This design comes from an exercise in tuning for small area, a short achievable clock period and few clock cycles per item on the open sky130 flow, not from production work.
In this exercise RTL edits were held to simulation tests only and were not proved equivalent to the original.
Power figures rest on the tool's default switching activity, not on a simulated workload.

===== config.mk =====
export PLATFORM = sky130hd
export DESIGN_NAME = slrb_rx
export DESIGN_NICKNAME = slrb_rx
export VERILOG_FILES = /design/flow/design.v
export SDC_FILE = /design/flow/constraint.sdc
export NUM_CORES = 4
export LEC_CHECK = 0
export CAP_MARGIN = 20
export CORE_MARGIN = 2
export CORE_UTILIZATION = 40
export SLEW_MARGIN = 20

===== constraint.sdc =====
create_clock -name core_clock -period 22.0 [get_ports {clk}]
set_input_delay 4.4000 -clock core_clock [delete_from_list [all_inputs] [get_ports {clk}]]
set_output_delay 4.4000 -clock core_clock [all_outputs]
set_load 0.01 [all_outputs]

===== design.v =====
module slrb_rx (
    input             clk,
    input             rst,
    input             cfg_valid,
    input      [14:0] cfg_word,
    input      [7:0]  cfg_ikey,
    input      [7:0]  cfg_ckey,
    input      [3:0]  cfg_init_sn,
    input      [31:0] cfg_init_hfn,
    output     [1:0]  life,
    input             pdu_valid,
    output            pdu_ready,
    input      [31:0] pdu_sdu_id,
    input      [3:0]  pdu_sn,
    input      [3:0]  pdu_len,
    input      [63:0] pdu_payload,
    input             pdu_corrupted,
    input      [31:0] pdu_count_in,
    input      [1:0]  pdu_verified_in,
    output            rsp_valid,
    output reg        rsp_accept,
    output reg [1:0]  rsp_verified,
    output reg [3:0]  rsp_status,
    output reg [31:0] rsp_count,
    output reg [4:0]  rsp_ndrain,
    output reg        dlv_valid,
    output reg [31:0] dlv_sdu_id,
    output reg [31:0] dlv_count,
    output reg [3:0]  dlv_len,
    output reg [63:0] dlv_body,
    output reg [15:0] st_delivered,
    output reg [15:0] st_integ,
    output reg [15:0] st_dup,
    output     [4:0]  st_buffered
);
    localparam VER_NA    = 2'd0;
    localparam VER_TRUE  = 2'd1;
    localparam VER_FALSE = 2'd2;
    localparam S_BUFFERED  = 4'd5;
    localparam S_DELIVERED = 4'd6;
    localparam S_D_CORRUPT = 4'd7;
    localparam S_D_SHORT   = 4'd10;
    localparam S_D_INTEG   = 4'd11;
    localparam S_D_DUP     = 4'd12;
    localparam RC_FAR = 2'd0;
    localparam RC_M1  = 2'd1;
    localparam RC_Z   = 2'd2;
    localparam RC_P1  = 2'd3;
    integer i;
    reg [1:0] life_r;
    reg       c_ien;
    reg       c_cen;
    reg [1:0] c_s;        
    reg [7:0] c_ikey;
    reg [7:0] c_kb;       
    reg [5:0] c_bsum;     
    reg [4:0] c_bxor;     
    assign life = life_r;
    wire [4:0]  cfg_snbits   = cfg_word[12:8];
    wire [3:0]  cfg_max_sn   = (4'd1 << cfg_snbits[2:0]) - 4'd1;
    wire [31:0] cfg_hfn_mask = 32'hFFFFFFFF >> cfg_snbits[2:0];
    wire cfg_ok = (!cfg_word[6] || cfg_word[13]) &&
                  (!cfg_word[7] || cfg_word[14]) &&
                  (cfg_snbits >= 5'd1) && (cfg_snbits <= 5'd4) &&
                  (cfg_init_sn <= cfg_max_sn) &&
                  ((cfg_init_hfn & ~cfg_hfn_mask) == 32'd0);
    reg [3:0]  max_sn;
    reg [3:0]  win;
    reg [4:0]  one_s;     
    always @(*) begin
        case (c_s)
            2'd0: begin max_sn = 4'd1;  win = 4'd1; one_s = 5'd2;  end
            2'd1: begin max_sn = 4'd3;  win = 4'd2; one_s = 5'd4;  end
            2'd2: begin max_sn = 4'd7;  win = 4'd4; one_s = 5'd8;  end
            default: begin max_sn = 4'd15; win = 4'd8; one_s = 5'd16; end
        endcase
    end
    reg [3:0]  ne_sn;
    reg        ld_valid;
    reg [31:0] hs;        
    reg [15:0] rb_valid;
    reg [31:0] rb_sdu  [0:15];
    reg [1:0]  rb_off  [0:15];
    reg [3:0]  rb_len  [0:15];
    reg [63:0] rb_body [0:15];
    reg [3:0]  rc_sn [0:15];
    reg [1:0]  rc_st [0:15];
    reg [3:0]  rc_wp;
    reg        p_valid;
    reg [31:0] p_sdu;       
    reg [3:0]  p_sn;
    reg [3:0]  p_len;
    reg [63:0] p_payload;   
    reg        p_corrupted;
    reg        dr;          
    reg        rsp_v;
    assign pdu_ready = (life_r == 2'd1) && !(p_valid && dr);
    assign rsp_valid = rsp_v;
    wire take = pdu_valid && pdu_ready;
    wire proc = p_valid && !dr;
    wire [3:0] ref_sn = ld_valid ? ((ne_sn - 4'd1) & max_sn) : ne_sn;
    wire       sn_lt  = p_sn < ref_sn;
    wire [3:0] sn_dist = sn_lt ? (ref_sn - p_sn) : (p_sn - ref_sn);
    wire       d_gt   = sn_dist > win;
    wire       c_up   = sn_lt && d_gt;              
    wire       c_dn   = !sn_lt && d_gt && (p_sn != ref_sn);   
    wire       hs_zero = (hs == 32'd0);
    wire [31:0] hs_p1 = hs + {27'd0, one_s};
    wire [31:0] hs_m1 = hs - {27'd0, one_s};
    wire [31:0] hs_sel = c_up ? hs_p1 : (c_dn && !hs_zero) ? hs_m1 : hs;
    wire [31:0] rec_count = hs_sel | {28'd0, p_sn};
    wire [1:0]  c_st = c_up ? RC_P1 : (c_dn && !hs_zero) ? RC_M1 : RC_Z;
    wire [7:0] ks_base = c_kb + rec_count[7:0];
    reg [63:0] data;
    always @(*) begin
        for (i = 0; i < 8; i = i + 1)
            data[8*i +: 8] = p_payload[8*i +: 8] ^ (c_cen ? (ks_base + i[7:0]) : 8'd0);
    end
    wire       too_short = (p_len < 4'd4);
    wire [3:0] tag_pos   = p_len - 4'd4;
    wire [3:0] body_len  = c_ien ? tag_pos : p_len;
    reg [63:0] body;
    reg [31:0] rtag;
    reg [7:0]  msg_sum;
    reg [7:0]  msg_xor;
    always @(*) begin
        for (i = 0; i < 8; i = i + 1)
            body[8*i +: 8] = (i < body_len) ? data[8*i +: 8] : 8'd0;
        rtag = 32'd0;
        for (i = 0; i < 4; i = i + 1)
            rtag[8*(3-i) +: 8] = data[8*(tag_pos[2:0] + i[2:0]) +: 8];
        msg_sum = rec_count[31:24] + rec_count[23:16] + rec_count[15:8] + rec_count[7:0]
                + {2'b00, c_bsum};
        msg_xor = rec_count[31:24] ^ rec_count[23:16] ^ rec_count[15:8] ^ rec_count[7:0]
                ^ {3'b000, c_bxor};
        for (i = 0; i < 4; i = i + 1) begin
            msg_sum = msg_sum + body[8*i +: 8];
            msg_xor = msg_xor ^ body[8*i +: 8];
        end
    end
    wire [7:0]  msg_len = 8'd6 + {4'd0, body_len};
    wire [31:0] etag    = {c_ikey, msg_sum, msg_len, msg_xor};
    wire        tag_ok  = (rtag == etag);
    reg dup_hit;
    always @(*) begin
        dup_hit = 1'b0;
        for (i = 0; i < 16; i = i + 1)
            if (rc_st[i] != RC_FAR && rc_st[i] == c_st && rc_sn[i] == p_sn)
                dup_hit = 1'b1;
    end
    wire integ_fail = c_ien && (too_short || !tag_ok);
    wire accept     = !p_corrupted && !integ_fail && !dup_hit;
    wire in_order   = (p_sn == ne_sn);
    wire dlv_now    = proc && accept && in_order;
    wire store_now  = proc && accept && !in_order;
    wire [3:0] ne_p1     = (ne_sn + 4'd1) & max_sn;
    wire       next_more = rb_valid[ne_p1];
    wire deliver = dlv_now || dr;
    wire hfn_inc = deliver && (ne_sn == 4'd0) && ld_valid;
    wire [1:0]  d_off = rb_off[ne_sn];
    reg  [31:0] d_hs;
    always @(*) begin
        case (d_off)
            2'd0: d_hs = hs;
            2'd1: d_hs = hs + {27'd0, one_s};
            2'd2: d_hs = hs - {26'd0, one_s, 1'b0};
            default: d_hs = hs - {27'd0, one_s};
        endcase
    end
    reg [4:0] nbuf;
    always @(*) begin
        nbuf = 5'd0;
        for (i = 0; i < 16; i = i + 1)
            nbuf = nbuf + {4'd0, rb_valid[i]};
    end
    assign st_buffered = nbuf;
    always @(posedge clk) begin
        if (take) begin
            p_sdu       <= pdu_corrupted ? pdu_count_in : pdu_sdu_id;
            p_sn        <= pdu_sn;
            p_len       <= pdu_len;
            p_payload   <= pdu_corrupted ? {62'd0, pdu_verified_in} : pdu_payload;
            p_corrupted <= pdu_corrupted;
        end
        if (store_now) begin
            rb_sdu[p_sn]  <= p_sdu;
            rb_len[p_sn]  <= body_len;
            rb_body[p_sn] <= body;
        end
        for (i = 0; i < 16; i = i + 1) begin
            if (store_now && p_sn == i[3:0])
                rb_off[i] <= c_st - 2'd2;      
            else if (hfn_inc)
                rb_off[i] <= rb_off[i] - 2'd1;
        end
        for (i = 0; i < 16; i = i + 1) begin
            if (proc && accept && rc_wp == i[3:0]) begin
                rc_sn[i] <= p_sn;
                rc_st[i] <= hfn_inc ? c_st - 2'd1 : c_st;
            end else if (hfn_inc && rc_st[i] != RC_FAR) begin
                rc_st[i] <= rc_st[i] - 2'd1;
            end
        end
        if (dlv_now) begin
            dlv_sdu_id <= p_sdu;
            dlv_count  <= rec_count;
            dlv_len    <= body_len;
            dlv_body   <= body;
        end else begin
            dlv_sdu_id <= rb_sdu[ne_sn];
            dlv_count  <= d_hs | {28'd0, ne_sn};
            dlv_len    <= rb_len[ne_sn];
            dlv_body   <= rb_body[ne_sn];
        end
        if (proc) begin
            rsp_ndrain <= {4'd0, dlv_now};
            if (p_corrupted) begin
                rsp_accept   <= 1'b0;
                rsp_verified <= p_payload[1:0];
                rsp_status   <= S_D_CORRUPT;
                rsp_count    <= p_sdu;
            end else begin
                rsp_count <= rec_count;
                if (integ_fail) begin
                    rsp_accept   <= 1'b0;
                    rsp_verified <= VER_FALSE;
                    rsp_status   <= too_short ? S_D_SHORT : S_D_INTEG;
                end else begin
                    rsp_accept   <= !dup_hit;
                    rsp_verified <= c_ien ? VER_TRUE : VER_NA;
                    rsp_status   <= dup_hit ? S_D_DUP : in_order ? S_DELIVERED : S_BUFFERED;
                end
            end
        end else if (dr) begin
            rsp_ndrain <= rsp_ndrain + 5'd1;
        end
        if (rst) begin
            life_r       <= 2'd0;
            p_valid      <= 1'b0;
            dr           <= 1'b0;
            rsp_v        <= 1'b0;
            dlv_valid    <= 1'b0;
            rb_valid     <= 16'd0;
            rc_wp        <= 4'd0;
            st_delivered <= 16'd0;
            st_integ     <= 16'd0;
            st_dup       <= 16'd0;
            ne_sn        <= 4'd0;
            ld_valid     <= 1'b0;
            hs           <= 32'd0;
            for (i = 0; i < 16; i = i + 1)
                rc_st[i] <= RC_FAR;
        end else begin
            if (cfg_valid && life_r == 2'd0) begin
                if (cfg_ok) begin
                    life_r   <= 2'd1;
                    c_ien    <= cfg_word[6];
                    c_cen    <= cfg_word[7];
                    c_s      <= cfg_snbits[1:0] - 2'd1;
                    c_ikey   <= cfg_ikey;
                    c_kb     <= cfg_ckey + {cfg_word[4:0], 3'b000} + {cfg_word[5], 6'd0};
                    c_bsum   <= {1'b0, cfg_word[4:0]} + {5'd0, cfg_word[5]};
                    c_bxor   <= cfg_word[4:0] ^ {4'd0, cfg_word[5]};
                    ne_sn    <= cfg_init_sn;
                    ld_valid <= 1'b0;
                    hs       <= cfg_init_hfn << cfg_snbits[2:0];
                end else begin
                    life_r <= 2'd2;
                end
            end
            p_valid   <= take || (p_valid && dr);
            dlv_valid <= deliver;
            rsp_v     <= (proc && !(dlv_now && next_more)) || (dr && !next_more);
            dr        <= dr ? next_more : (dlv_now && next_more);
            if (store_now)
                rb_valid[p_sn] <= 1'b1;
            if (dr)
                rb_valid[ne_sn] <= 1'b0;
            if (proc && accept)
                rc_wp <= rc_wp + 4'd1;
            if (deliver) begin
                ld_valid     <= 1'b1;
                ne_sn        <= ne_p1;
                st_delivered <= st_delivered + 16'd1;
            end
            if (hfn_inc)
                hs <= hs + {27'd0, one_s};
            if (proc && !p_corrupted && integ_fail)
                st_integ <= st_integ + 16'd1;
            if (proc && !p_corrupted && !integ_fail && dup_hit)
                st_dup <= st_dup + 16'd1;
        end
    end
endmodule

===== run.sh =====
#!/bin/bash
# synth_recipe.tcl (not shown) runs the flow's synth.tcl, then flattens the netlist and writes it again
# the make line also repeats each setting of config.mk as NAME=value (left out here)
make -C /OpenROAD-flow-scripts/flow DESIGN_CONFIG=/design/flow/config.mk WORK_HOME=/design/flow/orfs CLKGATE_MAP_FILE= SYNTH_SCRIPT=/design/flow/synth_recipe.tcl finish

==> run summary <==
-- per-layer routing --
metal	vias to the layer above	GRT usage [%]
li1	24900	-
met1	30410	33.21
met2	2491	39.37
met3	363	4.384
met4	16	6.201
met5	-	0
-- power by group --
part | switching, mW | internal (mW) | total (mW)
Clock | 1.62 | 2.24 | 3.86
Sequential | 0.00543 | 4.40 | 4.40
Combinational | 0.200 | 0.156 | 0.355
-- state kept, by name (all words and copies together), names as in the netlist, 5 cells and up, named ones only --
name,count
rb_body,1024
rb_valid,16
c_bsum,6
st_integ,16
st_dup,16
rsp_count,32
rsp_ndrain,5
dlv_sdu_id,32
c_kb,8
st_delivered,16
dlv_count,32
rb_len,64
rb_off,32
p_payload,64
rc_sn,64
dlv_body,64
hs,32
rb_sdu,512
rc_st,32
p_sdu,32
c_ikey,8
-- cells by family (layout without fill, tap and decap cells) --
group | count (synthesis) | count (layout) | share of synthesized area [%]
fa+ha+maj | 174 | 174 | 2.732
other cells | 0 | 9 | 0
mux | 820 | 820 | 15.36
flops | 2154 | 2154 | 63.94
xor+xnor | 348 | 348 | 3.488
simple gates | 1227 | 1227 | 6.331
compound gates | 831 | 831 | 5.751
buf+inv | 593 | 1235 | 2.393
-- cell type report --
cell class | count | area [um2]
fillers | 20600 | 127700
flip-flops and latches | 2154 | 61860
multi-input cells | 3400 | 32780
clock buffers | 294 | 6073
repair buffers | 611 | 5776
well taps | 3185 | 3985
clock inverters | 120 | 1535
inverters | 210 | 798.3
diodes | 9 | 22.52
-- worst reg2reg max path, delay by kind of cell (launching register included) --
family | cells | cell delay (ns)
simple gates | 15 | 4.97
flops | 1 | 0.50
xor+xnor | 6 | 1.36
fa+ha+maj | 10 | 4.20
buf+inv | 7 | 2.43
compound gates | 13 | 3.84
-- metrics by stage --
step | instance area, um2 | utilization, % | instances
6_report | 112800 | 46.91 | 9983
5_1_grt | 112800 | 46.90 | 9975
4_1_cts | 112800 | 46.88 | 9973
3_5_place_dp | 105200 | 43.72 | 9559
3_3_place_gp | 105100 | 43.69 | 9556
2_1_floorplan | 96720 | - | 6147
-- layout by cell type, fill, tap and decap left out, types with 86 or more instances in the layout --
| cell type | instances |
|---|---|
| xnor2_1 | 205 |
| buf_4 | 161 |
| ha_1 | 112 |
| edfxtp_1 | 1871 |
| nand3_1 | 108 |
| xor2_1 | 117 |
| mux2_2 | 184 |
| nor2b_1 | 105 |
| clkbuf_16 | 220 |
| nor2_1 | 271 |
| mux4_2 | 513 |
| mux2i_1 | 122 |
| dfxtp_1 | 279 |
| inv_1 | 202 |
| o21ai_0 | 192 |
| a21oi_1 | 189 |
| nor3_1 | 86 |
| nand2_1 | 303 |
| clkdlybuf4s50_1 | 440 |
-- worst max path at each step --
| stage | startpoint | to | slack, ns | cells after the start |
|---|---|---|---|---|
| 6_report | ne_sn[0] | rb_body[12][39] | 4.37 | 51 |
| 5_1_grt | ne_sn[0] | rb_len[12][1] | 3.15 | 51 |
| 4_1_cts | ne_sn[0] | rb_body[12][1] | 4.16 | 51 |
| 3_5_place_dp | ne_sn[0] | rb_body[12][58] | 4.20 | 50 |
| 3_3_place_gp | ne_sn[0] | rb_body[12][49] | 4.12 | 51 |
| 2_1_floorplan | p_sn[0] | rb_off[11][0] | 5.84 | 50 |
==> reports/metrics.yaml <==
cts_resized: 0
worstMarginPinSlew_ns: 1.184
synth_ff_type: "edfxtp_1"
drt_iter0_drc: 6378
r2r_slack_ns: 4.37
wl_met3_um: 21610
rsz0062_at_grt: "no"
avgSynthCellArea_um2: 15.73
wl_met1_um: 125800
required_ns: 22.51
rr_startpoint: "ne_sn[0]"
wl_per_cell_um: 30.14
synth_area_mm2: 0.09672
slew_headroom_pct: 21.07
cts_max_path_buffers: 3
ys_seq_area_share_pct: 63.94
via_per_inst: 5.827
synth_edf_count: 1871
synth_cell_types: 105
synth_area_leaders: "edfxtp_1 (58%), mux4_2 (12%), dfxtp_1 (5.9%)"
gp_congestion: 0.9464
syn-num-nets: 6531
cts_setup_buffers: 0
critPathTopFamily: "simple AND/OR/NAND/NOR gates"
grt_pass1_vias: 56960
yosys_warnings: 4
cts_buffers: 218
cp_slowest_cell: "buf_4"
holdWs_ns: 0.4677
core_area_mm2: 0.2405
period_share_pct: 80.14
synthArstFlopShare_pct: 0
drc_errors: 0
cts_tree: "built"
die_h_um: 495.7
holdPathStages: 1
wirelength_um: 300900
arrival_ns: 18.14
fin_skew_ns: 0.1125
synth_common_cells: "edfxtp_1 (1871), mux4_2 (513), nand2_1 (303), nor2_1 (292), dfxtp_1 (283)"
hold_viol: 0
initial_core_util_pct: 40.21
antenna_found_initial: 14
power_mw: 8.620
setup_viol: 0
synth_seq_cells: 2154
wl_met2_um: 145800
row_count: 180
fin_crit_ns: 17.63
timing.fmax_mhz: 56.72
r2r-end: "rb_body[12][39]"
grt_max_degree: 132
fp.dieW_um: 495.7
syn-instance-count: 6147
area_delta_synth_final_pct: 16.66
fin_tns_setup_ns: 0
root_buffer: "clkbuf_16"
slew_violations: 0
synth_top_area_share_pct: 58.09
crit_buf_inv: 7
hp-class: "flop to flop"
top_layer_used: "met5"
grt_usage_pct: 24.06
io_buffers: 443
io_pins: 444
hold_buffers: 0
h-tree-depth: 4
drt_first_pass_iters: 6
nets: 6979
post-dp-hpwl_um: 199700
hold_end: "rsp_ndrain[4]"
dr_total_vias: 58180
critPathMaxFanout: 52
setup_ws_ns: 4.369
die_area_mm2: 0.2458
ir_drop_mv: 0.07304
p_per_area_mw_per_mm2: 76.39
cp-end-kind: "flop"
clk_pin_slew_ns: 0.06
clk_latency_ns: 0.90
overflow: 0
post-place-ws_ns: 4.202
drv_cap: 0
cts_sinks: 2154
status: "complete, no violations"
path_class: "flop to flop"
hp-start: "rsp_ndrain[4]"
slowest_delay_ns: 0.80
power.leakage_nw: 36.56
drive_gt1_share_pct: 19.44
r2r_cells: 51
yosysTopAreaCell: "edfxtp_1"
yosysMostFrequentCell: "edfxtp_1"
path_common_cell: "ha_1"
start_kind: "flop"
grt_pass1_wl_um: 424600
detail-route-antenna-nets: 0
Testbench counts, summed over its fixed seeds: cycles 4,348, items 3,583.

static timing again, ports no longer ideal:
In the flow no input, the clock included, has a driving cell. The finished layout below was timed again as built, in two steps.
Step 1 assumes that a clkbuf_16 drives the clock port and a buf_2 every other input.
Step 2 moves the port delays by t, midway between the first and last clock arrival at a register: inputs arrive t later, outputs are due t later. That takes back most of the time a late clock gives input paths.
Slacks: ideal / step 1 / step 2; pairs: ideal / step 1.
shift t [ns]: 0.948
setup slack, ns: 4.369 / 4.369 / 4.369
worst setup path at the end: register to register
worst data-port slew with drivers (ns): 0.10
After both steps this run still meets setup and hold. The setup slack of this run moves by 0.000 ns with the drivers and by 0.000 ns with both steps.
